This is an optimization exercise on Yosys and OpenROAD, whose aim is small area, a short achievable clock period and few clock cycles per item, not a production implementation. In this exercise RTL edits were held to simulation tests only and were not proved equivalent to the original. Power figures rest on the tool's default switching activity, not on a simulated workload.

Design fxu, start of the top module:
module fxu (
    input  wire        clk,
    input  wire        rst,           
    input  wire        in_valid,
    output reg         in_ready,
    input  wire [31:0] op_in,
    input  wire [64:0] a_in,
    input  wire [64:0] b_in,
    output reg         out_valid,
    output reg  [7:0]  code_out,      
    output reg  [64:0] r_out,         
    output reg         rs_out,        
    output reg  [6:0]  rw_out         
);
    localparam [7:0] C_OK      = 8'h00;
    localparam [7:0] C_RANGE   = 8'h01;
    localparam [7:0] C_DIVZERO = 8'h02;
    localparam [7:0] C_NEG     = 8'h03;
    localparam [7:0] C_WIDTH   = 8'h04;
    localparam [7:0] C_ILLEGAL = 8'h30;
    localparam [3:0] F_MAKE = 4'd0,  F_TOS = 4'd1,  F_TOU = 4'd2,  F_WIDEN = 4'd3,
                     F_NARROW = 4'd4, F_SHL = 4'd5, F_SHR = 4'd6,  F_ADD = 4'd7,
                     F_SUB = 4'd8,  F_MUL = 4'd9,  F_DIV = 4'd10, F_SQRT = 4'd11;
    localparam [4:0] S_IDLE = 5'd0,  S_EX   = 5'd1,  S_DAL_unused = 5'd2,  S_DIV  = 5'd3,
                     S_SQ   = 5'd4,  S_DN6  = 5'd5,  S_MUL  = 5'd6,  S_DN1  = 5'd7,
                     S_DN2  = 5'd8,  S_DN3  = 5'd9,  S_DN4  = 5'd10, S_DN5  = 5'd11,
                     S_DSU  = 5'd12, S_DQ1  = 5'd13, S_NEGR = 5'd14, S_SN1  = 5'd15,
                     S_SN2  = 5'd16, S_SN3  = 5'd17, S_MSW  = 5'd18,
                     S_ERR  = 5'd19, S_DPR  = 5'd21;
    localparam [1:0] A_HOLD = 2'd0, A_IN = 2'd1, A_T = 2'd2, A_ZERO = 2'd3;
    localparam [2:0] B_HOLD = 3'd0, B_IN = 3'd1, B_SH = 3'd2, B_SRF = 3'd3, B_SHL2 = 3'd4;
    localparam [2:0] R_HOLD = 3'd0, R_SRF = 3'd1, R_SH = 3'd2, R_T = 3'd3, R_QS = 3'd4,
                     R_MS = 3'd5, R_ZERO = 3'd6;
    reg [4:0]  state;
    reg [31:0] op_r;
    reg [64:0] a_r;
    reg [64:0] b_r;
    reg [6:0]  cnt;
    reg        prev;        
    reg        negq;        
    reg        multi_r;     
  ...
Size in the first run: about 5000 cells after synthesis, about 290 flip-flops, ~250 I/O pins.
export LEC_CHECK = 0
export ABC_CLOCK_PERIOD_IN_PS = 3000
export CAP_MARGIN = 40
export CORE_MARGIN = 2
export CORE_UTILIZATION = 30
export PLACE_DENSITY = 0.55
export SLEW_MARGIN = 40
export TNS_END_PERCENT = 0
create_clock -name core_clock -period 12.0 [get_ports {clk}]
standard.sh (not shown) runs the stock make flow with config.mk's settings and CLKGATE_MAP_FILE= SYNTH_SCRIPT=/design/flow/synth_recipe.tcl, a recipe that flattens the netlist after the stock synthesis.
==> flow/flow/run.sh <==
#!/bin/bash
# The standard layout, with timing repair aiming well below the 12 ns clock:
# repair_timing keeps going until every path has this much setup slack (or
# gives up), which shortens the achieved period. Ports are buffered with the
# smallest buffer, which repair may upsize. Everything else, including
# synthesis, is the standard flow.
set -euo pipefail
bash standard.sh SETUP_SLACK_MARGIN=8 "BUFFER_PORTS_ARGS=-buffer_cell sky130_fd_sc_hd__buf_1" finish > standard_flow.log 2>&1
The first run finished clean.
Testbench counts at the start, summed over its fixed seeds: cycles 31,959, items 4,800.
Change:
==> flow/flow/run.sh (replaced) <==
#!/bin/bash
# The standard layout, with timing repair aiming well below the 12 ns clock:
# repair_timing keeps going until every path has this much setup slack (or
# gives up), which shortens the achieved period. Everything else, including
# synthesis, is the standard flow.
set -euo pipefail
bash standard.sh SETUP_SLACK_MARGIN=8 finish > standard_flow.log 2>&1
Settings changed: PLACE_DENSITY 0.55 to 0.45.
Combinational power went up by about 7%.
Final area went up by about 4%.
Sequential share of layout area went down by 0.71 points.
Non-clock buffer count went up by 16.
Total power went up by about 4.5%.
Sequential power went down by about 5%.
Utilization went up by 1.6 points.
Global-route usage went up by 2.3 points.
Critical path depth went down by 3.
Flip-flop and latch count stays the same.
Maximum frequency went up by 4.3%.

* * *

== the reference run ==
Another version of the RTL of fxu (not shown whole).
For scale: about 290 flip-flops, about 0.042 mm2 of cells after synthesis.
export LEC_CHECK = 0
export ABC_CLOCK_PERIOD_IN_PS = 3000
export CAP_MARGIN = 20
export CORE_MARGIN = 2
export CORE_UTILIZATION = 30
export PLACE_DENSITY = 0.45
export SLEW_MARGIN = 20
export TNS_END_PERCENT = 0
create_clock -name core_clock -period 12.0 [get_ports {clk}]
==> flow/flow/run.sh <==
#!/bin/bash
# The standard layout, with timing repair aiming well below the 12 ns clock:
# repair_timing keeps going until every path has this much setup slack (or
# gives up), which shortens the achieved period. Ports are buffered with the
# smallest buffer, which repair may upsize. Everything else, including
# synthesis, is the standard flow.
set -euo pipefail
bash standard.sh SETUP_SLACK_MARGIN=8 "BUFFER_PORTS_ARGS=-buffer_cell sky130_fd_sc_hd__buf_1" finish > standard_flow.log 2>&1
The reference run was carried through to the last stage, and its layout satisfied the timing, DRC and antenna checks.
Testbench counts of the reference run, summed over its fixed seeds: cycles 31,959, items 4,800.
Input-level comparison between the trial run and the reference run:
diff --git a/flow/flow/run.sh b/flow/flow/run.sh
--- a/flow/flow/run.sh
+++ b/flow/flow/run.sh
@@ -6,3 +6,3 @@
 # synthesis, is the standard flow.
 set -euo pipefail
-bash standard.sh SETUP_SLACK_MARGIN=8 "BUFFER_PORTS_ARGS=-buffer_cell sky130_fd_sc_hd__buf_1" finish > standard_flow.log 2>&1
+bash standard.sh SETUP_SLACK_MARGIN=9 "BUFFER_PORTS_ARGS=-buffer_cell sky130_fd_sc_hd__buf_1" finish > standard_flow.log 2>&1
[summary]
- Going from the reference run to the trial run, count of fill cells added during filler insertion has remained practically unchanged; number of top-level pins has remained practically unchanged; die area has remained practically unchanged; number of H-tree levels has remained practically unchanged.
- Post-place instance area came out exactly the same in the trial run and the reference run.
- Sum of overflow across all layers after global routing came out exactly the same in the trial run and the reference run.
- Changes observed in the trial run relative to the reference run: setup slack neither gained nor lost much, share of synthesized cell area in and, or, nand and nor gates closely matched the old numbers.
- Sequential cell fraction of total power: the trial run vs the reference run — no meaningful difference
- From the trial run to the reference run, final cell utilization of the core did not move at all.

* * *

== run 1 ==
RTL: one of the versions met above, not the one the previous note started from.
For scale: about 290 flip-flops, ~250 I/O pins, about 39000 µm² of cells after synthesis.
Settings: LEC_CHECK=0, ABC_CLOCK_PERIOD_IN_PS=3000, CAP_MARGIN=40, CORE_MARGIN=2, CORE_UTILIZATION=30, PLACE_DENSITY=0.45, SLEW_MARGIN=40, TNS_END_PERCENT=3; clock period 12.0 ns.
==> flow/flow/run.sh <==
#!/bin/bash
# The standard layout, with timing repair aiming well below the 12 ns clock:
# repair_timing keeps going until every path has this much setup slack (or
# gives up), which shortens the achieved period. Everything else, including
# synthesis, is the standard flow.
set -euo pipefail
bash standard.sh SETUP_SLACK_MARGIN=8 finish > standard_flow.log 2>&1
Testbench counts of run 1, summed over its fixed seeds: cycles 31,959, items 4,800.
Inputs modified between run 1 and run 2:
Settings: changing TNS_END_PERCENT from 3 to 0.
--- a/flow/flow/run.sh
+++ b/flow/flow/run.sh
@@ -4 +4,2 @@
-# gives up), which shortens the achieved period. Everything else, including
+# gives up), which shortens the achieved period. Ports are buffered with the
+# smallest buffer, which repair may upsize. Everything else, including
@@ -7 +8 @@
-bash standard.sh SETUP_SLACK_MARGIN=8 finish > standard_flow.log 2>&1
+bash standard.sh SETUP_SLACK_MARGIN=8 "BUFFER_PORTS_ARGS=-buffer_cell sky130_fd_sc_hd__buf_1" finish > standard_flow.log 2>&1
--- outcome ---
- Setup slack: run 2 more than run 1
- In summary, run 2 completed successfully, with a layout that passed the timing, DRC and antenna checks.
- In the reports for run 1 and run 2, the larger fraction of the core area covered by cells at the end of the flow belongs to run 1.
- Summary — wire length on met3, run 2 relative to run 1: lower, by 7.0%.
- Relative to run 1, routed wire length decreased by 2.3% in run 2.
- Relative to run 1, run 2 improves final standard cell area without fillers.
- Going from run 1 to run 2, final clock period utilization by the worst path shows a reduction of 0.83 points; placement-stage worst setup slack lower.
- Total number of vias was higher in the run labelled run 1.
> inputs changed (run 2 -> run 3)
Settings: SLEW_MARGIN changed from 40 to 20; CAP_MARGIN changed from 40 to 20.
Findings:
Looking only at combined area of the multi-input logic cells, and setting everything else aside, the higher value of run 2 and run 3 goes to run 2.
Run 2 → run 3: count of boundary I/O pins essentially unchanged, share of the core filled with cells decreased 0.52 points, post-layout instance count excluding filler cells decreased 33.
Required time at the worst-slack endpoint was higher in run 3 than in run 2.
Number of multi-input combinational cells delta (run 2 -> run 3): insignificant
Between run 2 and run 3, the difference in reported clock group power is negligible.
Lower sequential share of layout area goes to run 2 over run 3.
## Diff of input files: run 4 against run 3
Settings: swapping 20 for 40 in SLEW_MARGIN; swapping 20 for 40 in CAP_MARGIN.
==> flow/flow/run.sh <==
#!/bin/bash
# The standard layout, with timing repair aiming well below the 12 ns clock:
# repair_timing keeps going until every path has this much setup slack (or
# gives up), which shortens the achieved period. Everything else, including
# synthesis, is the standard flow.
set -euo pipefail
bash standard.sh SETUP_SLACK_MARGIN=7 finish > standard_flow.log 2>&1
### Flow results
Run 4 | status: complete | timing, DRC, antenna: pass
Changes observed in run 4 relative to run 3: area of all placed cells without fillers barely changed; headroom to the max-slew limit climbed 12 points; final layout net count dropped about 1.4%; portion of the layout cell area used by clock cells barely changed.
Diff run 3..run 4 | full die area | unchanged
Run 4: switching fraction of total power 0.70 points below run 3
Reported for run 3 and run 4, core area turned out identical to the last digit.
Run 4 vs run 3 — clock buffer count dropped by a few percent
Summary of the comparison: minimum clock period after layout is higher in run 4, relative to run 3.
Taking run 3 over run 4, the number of cells upsized or downsized after cts ratio works out to 2.1.
The number of antenna repair diodes reported for run 4 is smaller than that of run 3 by 19.

* * *

oak:
fxu, a different RTL version from the one above (not shown whole).
For scale: ~5100 cells after synthesis, roughly 290 flip-flops, about 250 I/O pins, roughly 39000 um^2 of cells after synthesis.
==> flow/config.mk <==
export PLATFORM = sky130hd
export DESIGN_NAME = fxu
export DESIGN_NICKNAME = fxu
export VERILOG_FILES = /design/flow/design.v
export SDC_FILE = /design/flow/constraint.sdc
export NUM_CORES = 4
export LEC_CHECK = 0
export ABC_CLOCK_PERIOD_IN_PS = 3000
export CAP_MARGIN = 40
export CORE_MARGIN = 2
export CORE_UTILIZATION = 30
export PLACE_DENSITY = 0.45
export SLEW_MARGIN = 40
export TNS_END_PERCENT = 0
==> flow/constraint.sdc <==
create_clock -name core_clock -period 12.0 [get_ports {clk}]
set_input_delay 2.4000 -clock core_clock [delete_from_list [all_inputs] [get_ports {clk}]]
set_output_delay 2.4000 -clock core_clock [all_outputs]
set_load 0.01 [all_outputs]
==> flow/flow/run.sh <==
#!/bin/bash
# The standard layout, with timing repair aiming well below the 12 ns clock:
# repair_timing keeps going until every path has this much setup slack (or
# gives up), which shortens the achieved period. Everything else, including
# synthesis, is the standard flow.
set -euo pipefail
bash standard.sh SETUP_SLACK_MARGIN=8 finish > standard_flow.log 2>&1
Testbench counts of oak, summed over its fixed seeds: cycles 31,959, items 4,800.
Input-level comparison between pine and oak:
==> flow/flow/run.sh <==
#!/bin/bash
# The standard layout, with timing repair aiming well below the 12 ns clock:
# repair_timing keeps going until every path has this much setup slack (or
# gives up), which shortens the achieved period. Ports are buffered with the
# smallest buffer, which repair may upsize. Everything else, including
# synthesis, is the standard flow.
set -euo pipefail
bash standard.sh SETUP_SLACK_MARGIN=8 "BUFFER_PORTS_ARGS=-buffer_cell sky130_fd_sc_hd__buf_1" finish > standard_flow.log 2>&1
pine: no failed stages, no open violations at the end
The utilization of the core after routing in pine sits 3.5 points below the value recorded for oak.
Between pine and oak, it is pine whose total placed instance area is lower, by 3.4%.
In pine relative to oak, detail-routed net length per standard cell had gone down slightly.
The higher worst clock skew of pine and oak is in pine.
oak and pine ended up with roughly the same cell count after placement.
Per the comparison of pine with oak, overall global routing resource usage went down 1.3 points, final antenna diode count went up 4, part of the total power dissipated in the clock network about even, cell area went down, wire length shows a reduction of 2.9%.
Critical path endpoint = r_out[35]$_DFFE_PP_: oak; critical path endpoint = r_out[44]$_DFFE_PP_: pine

-- re-timing with driven ports --
The flow's constraints put no driver on any port. The routed layouts listed below were extracted and timed again, unchanged, in two steps. Step 1 assumes that a clkbuf_16 drives the clock port and a buf_2 every other input. Step 2 times the ports against the registers' clock, not the clock port: input delays grow and output delays shrink by t, the midpoint of the rising clock arrivals with the driver on. Three values: ideal, step 1, step 2; two values: the first two.
run	t, ns	slack for setup (ns)	worst hold slack (ns)	worst setup path after step 2	worst register clock-pin slew, ns
the first run of note 1	0.720	6.766 / 6.766 / 6.497	0.713 / 0.713 / 0.713	input to register	0.07 / 0.07
the second run of note 1	0.748	6.981 / 6.981 / 6.612	0.637 / 0.637 / 0.637	input to register	0.07 / 0.07
the reference run	0.728	6.872 / 6.872 / 6.570	0.517 / 0.517 / 0.517	input to register	0.07 / 0.07
the trial run	0.728	6.872 / 6.872 / 6.570	0.517 / 0.517 / 0.517	input to register	0.07 / 0.07
run 1	0.744	7.044 / 7.044 / 6.503	0.661 / 0.661 / 0.661	input to register	0.07 / 0.07
run 2	0.734	7.143 / 7.143 / 6.634	0.668 / 0.668 / 0.668	input to register	0.07 / 0.07
run 3	0.734	6.937 / 6.937 / 6.470	0.699 / 0.699 / 0.699	input to register	0.07 / 0.07
run 4	0.746	6.680 / 6.680 / 6.180	0.603 / 0.603 / 0.603	input to register	0.07 / 0.07
oak	0.719	7.086 / 7.086 / 6.681	0.537 / 0.537 / 0.537	input to register	0.07 / 0.07
pine	0.735	6.892 / 6.892 / 6.449	0.571 / 0.571 / 0.571	input to register	0.07 / 0.07
After both steps every run listed still meets setup and hold. For run 1, which loses most, drivers alone change the setup slack by 0.000 ns; drivers and shift together by -0.541 ns.
